Context: an optimization exercise on an open-source flow, tuned for a short achievable clock period and few clock cycles. The choices shown serve that exercise and are no tape-out recipe. Function was checked by simulation only, so behaviour that the tests miss may differ from the original. Power is estimated from default activity; no workload was simulated.

## delta
==> flow/design.v <==
module nibble_cpu (
    input  wire       clk,
    input  wire       rst,           
    output wire       imem_en,
    output wire [3:0] imem_addr,
    input  wire [7:0] imem_rdata,
    input  wire       imem_present,  
    input  wire       in_valid,
    input  wire [3:0] in_data,
    output wire       in_ready,
    output wire       out_valid,
    output wire [3:0] out_data,
    input  wire       rearm,
    output wire       halted,
    output wire [3:0] final_a,
    output wire       final_c,
    output wire       fault,
    output wire [3:0] fault_pc
);
    localparam OP_NOP   = 4'h0;
    localparam OP_LOAD  = 4'h1;
    localparam OP_ADD   = 4'h2;
    localparam OP_SUB   = 4'h3;
    localparam OP_AND   = 4'h4;
    localparam OP_OR    = 4'h5;
    localparam OP_JMP   = 4'h6;
    localparam OP_JZ    = 4'h7;
    localparam OP_JNZ   = 4'h8;
    localparam OP_STORE = 4'h9;
    localparam OP_LOADM = 4'hA;
    localparam OP_ADDM  = 4'hB;
    localparam OP_SUBM  = 4'hC;
    localparam OP_HALT  = 4'hD;
    localparam OP_IN    = 4'hE;
    localparam OP_OUT   = 4'hF;
    localparam D_TK1  = 0;       
    localparam D_TK0  = 1;       
    localparam D_MEM  = 2;       
    localparam D_IN   = 3;
    localparam D_OUT  = 4;
    localparam D_HALT = 5;
    localparam D_ST   = 6;
    localparam D_PB   = 7;       
    localparam D_ADD  = 8;       
    localparam D_SUB  = 9;       
    localparam D_AND  = 10;
    localparam D_OR   = 11;
    localparam ND     = 12;
    function [ND-1:0] decode(input [3:0] o);
        begin
            decode = {ND{1'b0}};
            decode[D_TK1]  = (o == OP_JMP) || (o == OP_JZ);
            decode[D_TK0]  = (o == OP_JMP) || (o == OP_JNZ);
            decode[D_MEM]  = (o == OP_LOADM) || (o == OP_ADDM) || (o == OP_SUBM);
            decode[D_IN]   = (o == OP_IN);
            decode[D_OUT]  = (o == OP_OUT);
            decode[D_HALT] = (o == OP_HALT);
            decode[D_ST]   = (o == OP_STORE);
            decode[D_PB]   = (o == OP_LOAD) || (o == OP_LOADM);
            decode[D_ADD]  = (o == OP_ADD) || (o == OP_ADDM);
            decode[D_SUB]  = (o == OP_SUB) || (o == OP_SUBM);
            decode[D_AND]  = (o == OP_AND);
            decode[D_OR]   = (o == OP_OR);
        end
    endfunction
    function [15:0] onehot4(input [3:0] v);
        onehot4 = 16'd1 << v;
    endfunction
    function [15:0] rotl1(input [15:0] v);
        rotl1 = {v[14:0], v[15]};
    endfunction
    integer k;
    reg  [3:0]  fa;              
    reg         ren;             
    reg         rv;              
    reg  [3:0]  rtag;            
    reg  [15:0] rdh;             
    reg         rst_q;
    wire        first   = rst_q && !rst;
    wire [3:0]  raddr   = {fa[3:1], fa[0] | first};
    reg  [7:0]  cw  [0:15];      
    reg  [15:0] cv;              
    reg  [15:0] cp;              
    reg  [3:0]  opv [0:15];      
    reg  [3:0]  acc;
    reg         c_flag;
    reg         z_flag;
    reg  [3:0]  mem [0:15];
    reg         halted_q;
    reg  [3:0]  final_a_q;       
    reg         final_c_q;       
    reg         fault_q;
    reg         out_valid_q;
    reg  [3:0]  out_data_q;
    reg         in_ready_q;
    reg         irv;             
    reg  [3:0]  opnd;            
    reg  [15:0] ir_oh;           
    reg  [ND-1:0] d;             
    reg         irp;             
    reg         ird;             
    reg  [3:0]  p;               
    reg  [3:0]  fpc;             
    reg  [3:0]  np;              
    reg  [15:0] np_oh;
    reg  [3:0]  bv;              
    reg         fwd;             
    wire running  = !halted_q && !fault_q;
    wire act      = running && irv;
    wire flt      = act && !irp;
    wire go       = running && irv && irp && !(d[D_IN] && !in_valid);
    wire taken    = running && (z_flag ? d[D_TK1] : d[D_TK0]);
    wire st_go    = running && irv && irp && d[D_ST];
    reg  [3:0]  mem_nx [0:15];
    always @(*)
        for (k = 0; k < 16; k = k + 1)
            mem_nx[k] = (st_go && opnd == k) ? acc : mem[k];
    wire resume   = halted_q && rearm && ird;    
    wire [3:0] mval  = fwd ? acc : bv;
    wire [4:0] add_r = {1'b0, acc} + {1'b0, mval};
    wire [4:0] sub_r = {1'b0, acc} - {1'b0, mval};
    wire [3:0] acc_nx = ({4{d[D_PB]}}  & mval)
                      | ({4{d[D_ADD]}} & add_r[3:0])
                      | ({4{d[D_SUB]}} & sub_r[3:0])
                      | ({4{d[D_AND]}} & (acc & mval))
                      | ({4{d[D_OR]}}  & (acc | mval))
                      | ({4{d[D_IN]}}  & in_data)
                      | ({4{!(d[D_PB] | d[D_ADD] | d[D_SUB] | d[D_AND] | d[D_OR] | d[D_IN])}} & acc);
    wire       c_nx   = d[D_ADD] ? add_r[4] : d[D_SUB] ? sub_r[4] : c_flag;
    wire [3:0] neg_acc = 4'd0 - acc;
    wire       z_nx   = (d[D_PB]  && mval == 4'd0)
                      | (d[D_ADD] && mval == neg_acc)
                      | (d[D_SUB] && mval == acc)
                      | (d[D_AND] && (acc & mval) == 4'd0)
                      | (d[D_OR]  && (acc | mval) == 4'd0)
                      | (d[D_IN]  && in_data == 4'd0)
                      | (!(d[D_PB] | d[D_ADD] | d[D_SUB] | d[D_AND] | d[D_OR] | d[D_IN]) && acc == 4'd0);
    wire        want_ld = go || !irv || resume;
    wire [3:0]  want    = taken ? opnd : np;
    wire        rd_seq  = |(rdh & np_oh);
    wire        rd_tgt  = |(rdh & ir_oh);
    wire [ND-1:0] rd_d  = decode(imem_rdata[7:4]);
    reg  [3:0]  n_seq, n_tgt, v_seq, v_tgt;
    reg  [ND-1:0] d_seq, d_tgt;
    reg         cv_seq, cv_tgt, cp_seq, cp_tgt, eq_seq, eq_tgt;
    wire [3:0]  rd_mv = mem[imem_rdata[3:0]];        
    wire        rd_eq = imem_rdata[3:0] == opnd;
    wire [3:0]  rd_mn = (st_go && rd_eq) ? acc : rd_mv;   
    always @(*) begin
        n_seq  = rd_seq ? imem_rdata[3:0] : 4'd0;
        v_seq  = rd_seq ? rd_mv : 4'd0;
        eq_seq = rd_seq && rd_eq;
        d_seq  = rd_seq ? rd_d : {ND{1'b0}};
        cv_seq = rd_seq;
        cp_seq = rd_seq && imem_present;
        n_tgt  = rd_tgt ? imem_rdata[3:0] : 4'd0;
        v_tgt  = rd_tgt ? rd_mv : 4'd0;
        eq_tgt = rd_tgt && rd_eq;
        d_tgt  = rd_tgt ? rd_d : {ND{1'b0}};
        cv_tgt = rd_tgt;
        cp_tgt = rd_tgt && imem_present;
        for (k = 0; k < 16; k = k + 1) begin
            if (np_oh[k]) begin
                n_seq = n_seq | cw[k][3:0];
                d_seq = d_seq | decode(cw[k][7:4]);
                cv_seq = cv_seq | cv[k]; cp_seq = cp_seq | cp[k];
                v_seq = v_seq | opv[k];
                eq_seq = eq_seq | (cv[k] && cw[k][3:0] == opnd);
            end
            if (ir_oh[k]) begin
                n_tgt = n_tgt | cw[k][3:0];
                d_tgt = d_tgt | decode(cw[k][7:4]);
                cv_tgt = cv_tgt | cv[k]; cp_tgt = cp_tgt | cp[k];
                v_tgt = v_tgt | opv[k];
                eq_tgt = eq_tgt | (cv[k] && cw[k][3:0] == opnd);
            end
        end
    end
    wire          hit   = taken ? cv_tgt : cv_seq;
    wire [3:0]    n_n   = taken ? n_tgt  : n_seq;
    wire [15:0]   n_oh  = onehot4(n_n);
    wire [ND-1:0] n_d   = taken ? d_tgt  : d_seq;
    wire          n_p   = taken ? cp_tgt : cp_seq;
    wire [3:0]    n_v   = taken ? v_tgt  : v_seq;
    wire          n_eq  = taken ? eq_tgt : eq_seq;
    wire early_ok = go && hit && !d[D_OUT] && !d[D_HALT];
    wire early_h  = early_ok && n_p && n_d[D_HALT];
    wire early_f  = early_ok && !n_p;
    wire halted_nx = halted_q ? !rearm : ((go && d[D_HALT] && !ird) || early_h);
    wire fault_nx  = fault_q || flt || early_f;
    wire [3:0]  rd_n    = imem_rdata[3:0];
    wire [15:0] cv_fill = rv ? (cv | onehot4(rtag)) : cv;
    wire        jlook   = rv && imem_rdata[7:4] == OP_JMP && !cv[rd_n] && rtag != rd_n
                          && !(ren && raddr == rd_n);
    wire        wait_np = !irv && !cv[np] && !rd_seq && !(ren && raddr == np);
    always @(posedge clk) begin
        rst_q <= rst;
        rv    <= ren;
        rtag  <= raddr;
        rdh   <= ren ? onehot4(raddr) : 16'd0;
        if (rst) begin
            fa  <= 4'd0;
            ren <= 1'b1;
            cv  <= 16'd0;
            cp  <= 16'd0;
            for (k = 0; k < 16; k = k + 1) begin
                cw[k]  <= 8'd0;
                opv[k] <= 4'd0;
            end
        end else begin
            if (wait_np) begin
                fa  <= np;
                ren <= 1'b1;
            end else if (jlook) begin
                fa  <= rd_n;
                ren <= 1'b1;
            end else begin
                fa  <= first ? 4'd2 : fa + 4'd1;
                ren <= !(&cv_fill);
            end
            for (k = 0; k < 16; k = k + 1)
                if (rv && rtag == k)
                    opv[k] <= rd_mn;
                else if (st_go && cv[k] && cw[k][3:0] == opnd)
                    opv[k] <= acc;
            if (rv) begin
                cw[rtag] <= imem_rdata;
                cp[rtag] <= imem_present;
                cv[rtag] <= 1'b1;
            end
        end
    end
    always @(posedge clk) begin
        if (rst) begin
            irv         <= 1'b0;
            ird         <= 1'b0;
            d           <= {ND{1'b0}};
            p           <= 4'd0;
            fpc         <= 4'd0;
            np          <= 4'd0;
            np_oh       <= 16'd1;
            acc         <= 4'd0;
            c_flag      <= 1'b0;
            z_flag      <= 1'b0;
            final_a_q   <= 4'd0;
            final_c_q   <= 1'b0;
            halted_q    <= 1'b0;
            fault_q     <= 1'b0;
            out_valid_q <= 1'b0;
            in_ready_q  <= 1'b0;
            for (k = 0; k < 16; k = k + 1)
                mem[k] <= 4'd0;
        end else begin
            halted_q    <= halted_nx;
            fault_q     <= fault_nx;
            out_valid_q <= go && d[D_OUT];
            for (k = 0; k < 16; k = k + 1)
                mem[k] <= mem_nx[k];
            if (go) begin
                acc       <= acc_nx;
                c_flag    <= c_nx;
                z_flag    <= z_nx;
                final_a_q <= acc_nx;
                final_c_q <= c_nx;
                if (d[D_OUT])
                    out_data_q <= acc;
            end
            if (want_ld) begin
                p   <= want;
                fpc <= want;
                if (hit) begin
                    irv   <= 1'b1;
                    opnd  <= n_n;
                    ir_oh <= n_oh;
                    d     <= n_p ? n_d : {ND{1'b0}};
                    irp   <= n_p;
                    ird   <= early_h;
                    np    <= taken ? opnd + 4'd1 : np + 4'd1;
                    np_oh <= rotl1(taken ? ir_oh : np_oh);
                    bv    <= n_d[D_MEM] ? n_v : n_n;
                    fwd   <= n_d[D_MEM] && st_go && n_eq;
                    in_ready_q <= n_p && n_d[D_IN] && !(halted_q && !rearm)
                                  && !(go && d[D_HALT]) && !fault_q;
                end else begin
                    irv   <= 1'b0;
                    ird   <= 1'b0;
                    d     <= {ND{1'b0}};
                    np    <= want;
                    np_oh <= taken ? ir_oh : np_oh;
                    in_ready_q <= 1'b0;
                end
            end else begin
                in_ready_q <= d[D_IN] && !halted_nx && !fault_nx;
            end
        end
    end
    assign imem_en   = ren;
    assign imem_addr = raddr;
    assign in_ready  = in_ready_q;
    assign out_valid = out_valid_q;
    assign out_data  = out_data_q;
    assign halted    = halted_q;
    assign final_a   = final_a_q;
    assign final_c   = final_c_q;
    assign fault     = fault_q;
    assign fault_pc  = fpc;
endmodule
==> flow/config.mk <==
export PLATFORM = sky130hd
export DESIGN_NAME = nibble_cpu
export DESIGN_NICKNAME = nibble_cpu
export VERILOG_FILES = /design/flow/design.v
export SDC_FILE = /design/flow/constraint.sdc
export NUM_CORES = 4
export LEC_CHECK = 0
export CAP_MARGIN = 20
export CELL_PAD_IN_SITES_DETAIL_PLACEMENT = 1
export CELL_PAD_IN_SITES_GLOBAL_PLACEMENT = 2
export CORE_MARGIN = 2
export CORE_UTILIZATION = 30
export CTS_CLUSTER_DIAMETER = 100
export CTS_CLUSTER_SIZE = 40
export PLACE_DENSITY = 0.55
export SETUP_SLACK_MARGIN = 3.0
export SLEW_MARGIN = 20
export TNS_END_PERCENT = 100
==> flow/constraint.sdc <==
create_clock -name core_clock -period 5.0 [get_ports {clk}]
set_input_delay 1.0000 -clock core_clock [delete_from_list [all_inputs] [get_ports {clk}]]
set_output_delay 1.0000 -clock core_clock [all_outputs]
set_load 0.01 [all_outputs]
run.sh (not shown) runs the stock make flow with config.mk's settings and CLKGATE_MAP_FILE= SYNTH_SCRIPT=/design/flow/synth_recipe.tcl, a recipe that flattens the netlist after the stock synthesis.
Testbench counts of delta, summed over its fixed seeds: cycles 126,329.
Input changes introduced in harbor (baseline for comparison: delta):
--- a/flow/design.v
+++ b/flow/design.v
@@ -75,8 +75,7 @@
     reg         rv;              
     reg  [3:0]  rtag;            
-    reg  [15:0] rdh;             
     reg         rst_q;
     wire        first   = rst_q && !rst;
-    wire [3:0]  raddr   = {fa[3:1], fa[0] | first};
+    wire [3:0]  raddr   = {fa[3:1], fa[0] ^ first};
     reg  [7:0]  cw  [0:15];      
     reg  [15:0] cv;              
@@ -138,6 +137,6 @@
     wire        want_ld = go || !irv || resume;
     wire [3:0]  want    = taken ? opnd : np;
-    wire        rd_seq  = |(rdh & np_oh);
-    wire        rd_tgt  = |(rdh & ir_oh);
+    wire        rd_seq  = rv && rtag == np;
+    wire        rd_tgt  = rv && rtag == opnd;
     wire [ND-1:0] rd_d  = decode(imem_rdata[7:4]);
     reg  [3:0]  n_seq, n_tgt, v_seq, v_tgt;
@@ -161,17 +160,17 @@
         cp_tgt = rd_tgt && imem_present;
         for (k = 0; k < 16; k = k + 1) begin
-            if (np_oh[k]) begin
+            if (np_oh[k] && cv[k]) begin
                 n_seq = n_seq | cw[k][3:0];
                 d_seq = d_seq | decode(cw[k][7:4]);
-                cv_seq = cv_seq | cv[k]; cp_seq = cp_seq | cp[k];
+                cv_seq = 1'b1; cp_seq = cp_seq | cp[k];
                 v_seq = v_seq | opv[k];
-                eq_seq = eq_seq | (cv[k] && cw[k][3:0] == opnd);
+                eq_seq = eq_seq | (cw[k][3:0] == opnd);
             end
-            if (ir_oh[k]) begin
+            if (ir_oh[k] && cv[k]) begin
                 n_tgt = n_tgt | cw[k][3:0];
                 d_tgt = d_tgt | decode(cw[k][7:4]);
-                cv_tgt = cv_tgt | cv[k]; cp_tgt = cp_tgt | cp[k];
+                cv_tgt = 1'b1; cp_tgt = cp_tgt | cp[k];
                 v_tgt = v_tgt | opv[k];
-                eq_tgt = eq_tgt | (cv[k] && cw[k][3:0] == opnd);
+                eq_tgt = eq_tgt | (cw[k][3:0] == opnd);
             end
         end
@@ -198,14 +197,8 @@
         rv    <= ren;
         rtag  <= raddr;
-        rdh   <= ren ? onehot4(raddr) : 16'd0;
         if (rst) begin
             fa  <= 4'd0;
             ren <= 1'b1;
             cv  <= 16'd0;
-            cp  <= 16'd0;
-            for (k = 0; k < 16; k = k + 1) begin
-                cw[k]  <= 8'd0;
-                opv[k] <= 4'd0;
-            end
         end else begin
             if (wait_np) begin
@@ -222,5 +215,5 @@
                 if (rv && rtag == k)
                     opv[k] <= rd_mn;
-                else if (st_go && cv[k] && cw[k][3:0] == opnd)
+                else if (st_go && cw[k][3:0] == opnd)
                     opv[k] <= acc;
             if (rv) begin
==> run notes <==
- Area growth from synthesis to final layout in harbor vs delta: up 13 points
- Looking at mean cell area of the mapped netlist across harbor and delta, the one that comes out lower is delta.
- Max placer congestion estimate across harbor and delta: harbor
- harbor ended with more global routing usage summed across all routing layers than delta.
- Compared with delta, harbor shows a number of instances in the placed design that is about 8% lower.
- Changes observed in harbor relative to delta: total wirelength of the detailed-routed design now sits higher, final instance count without filler cells now sits lower, number of flops mapped to enable cells by yosys now sits higher, clock share of power now sits lower.
- harbor against delta: endpoint required time on the critical path saw a decrease, final layout net count saw a decrease.
- Highest-delay cell along the critical path = sky130_fd_sc_hd__or4_4: delta; highest-delay cell along the critical path = sky130_fd_sc_hd__a2111oi_4: harbor
Testbench counts of harbor, summed over its fixed seeds: cycles 126,329.

## re-timing with driven ports
No port has a modelled driver above. Below, the same layouts with a new extraction and two added sets of constraints. Step 1, drivers: a clkbuf_16 drives clk and a buf_2 each remaining input, both assumed. Step 2 moves the port delays by t, midway between the first and last clock arrival at a register: inputs arrive t later, outputs are due t later. That takes back most of the time a late clock gives input paths. Slacks: ideal / step 1 / step 2; pairs: ideal / step 1.
run | t (ns) | slack for setup (ns) | worst hold slack (ns) | worst data-port slew with drivers (ns) | pins driven straight from the clock port
delta | 0.700 | 2.039 / 2.039 / 1.544 | 0.462 / 0.462 / 0.462 | 0.30 | 1
harbor | 0.705 | 2.128 / 2.114 / 1.524 | 0.488 / 0.488 / 0.488 | 0.31 | 1
After both steps every run listed still meets setup and hold. For harbor, which loses most, drivers alone change the setup slack by -0.014 ns; drivers and shift together by -0.604 ns.
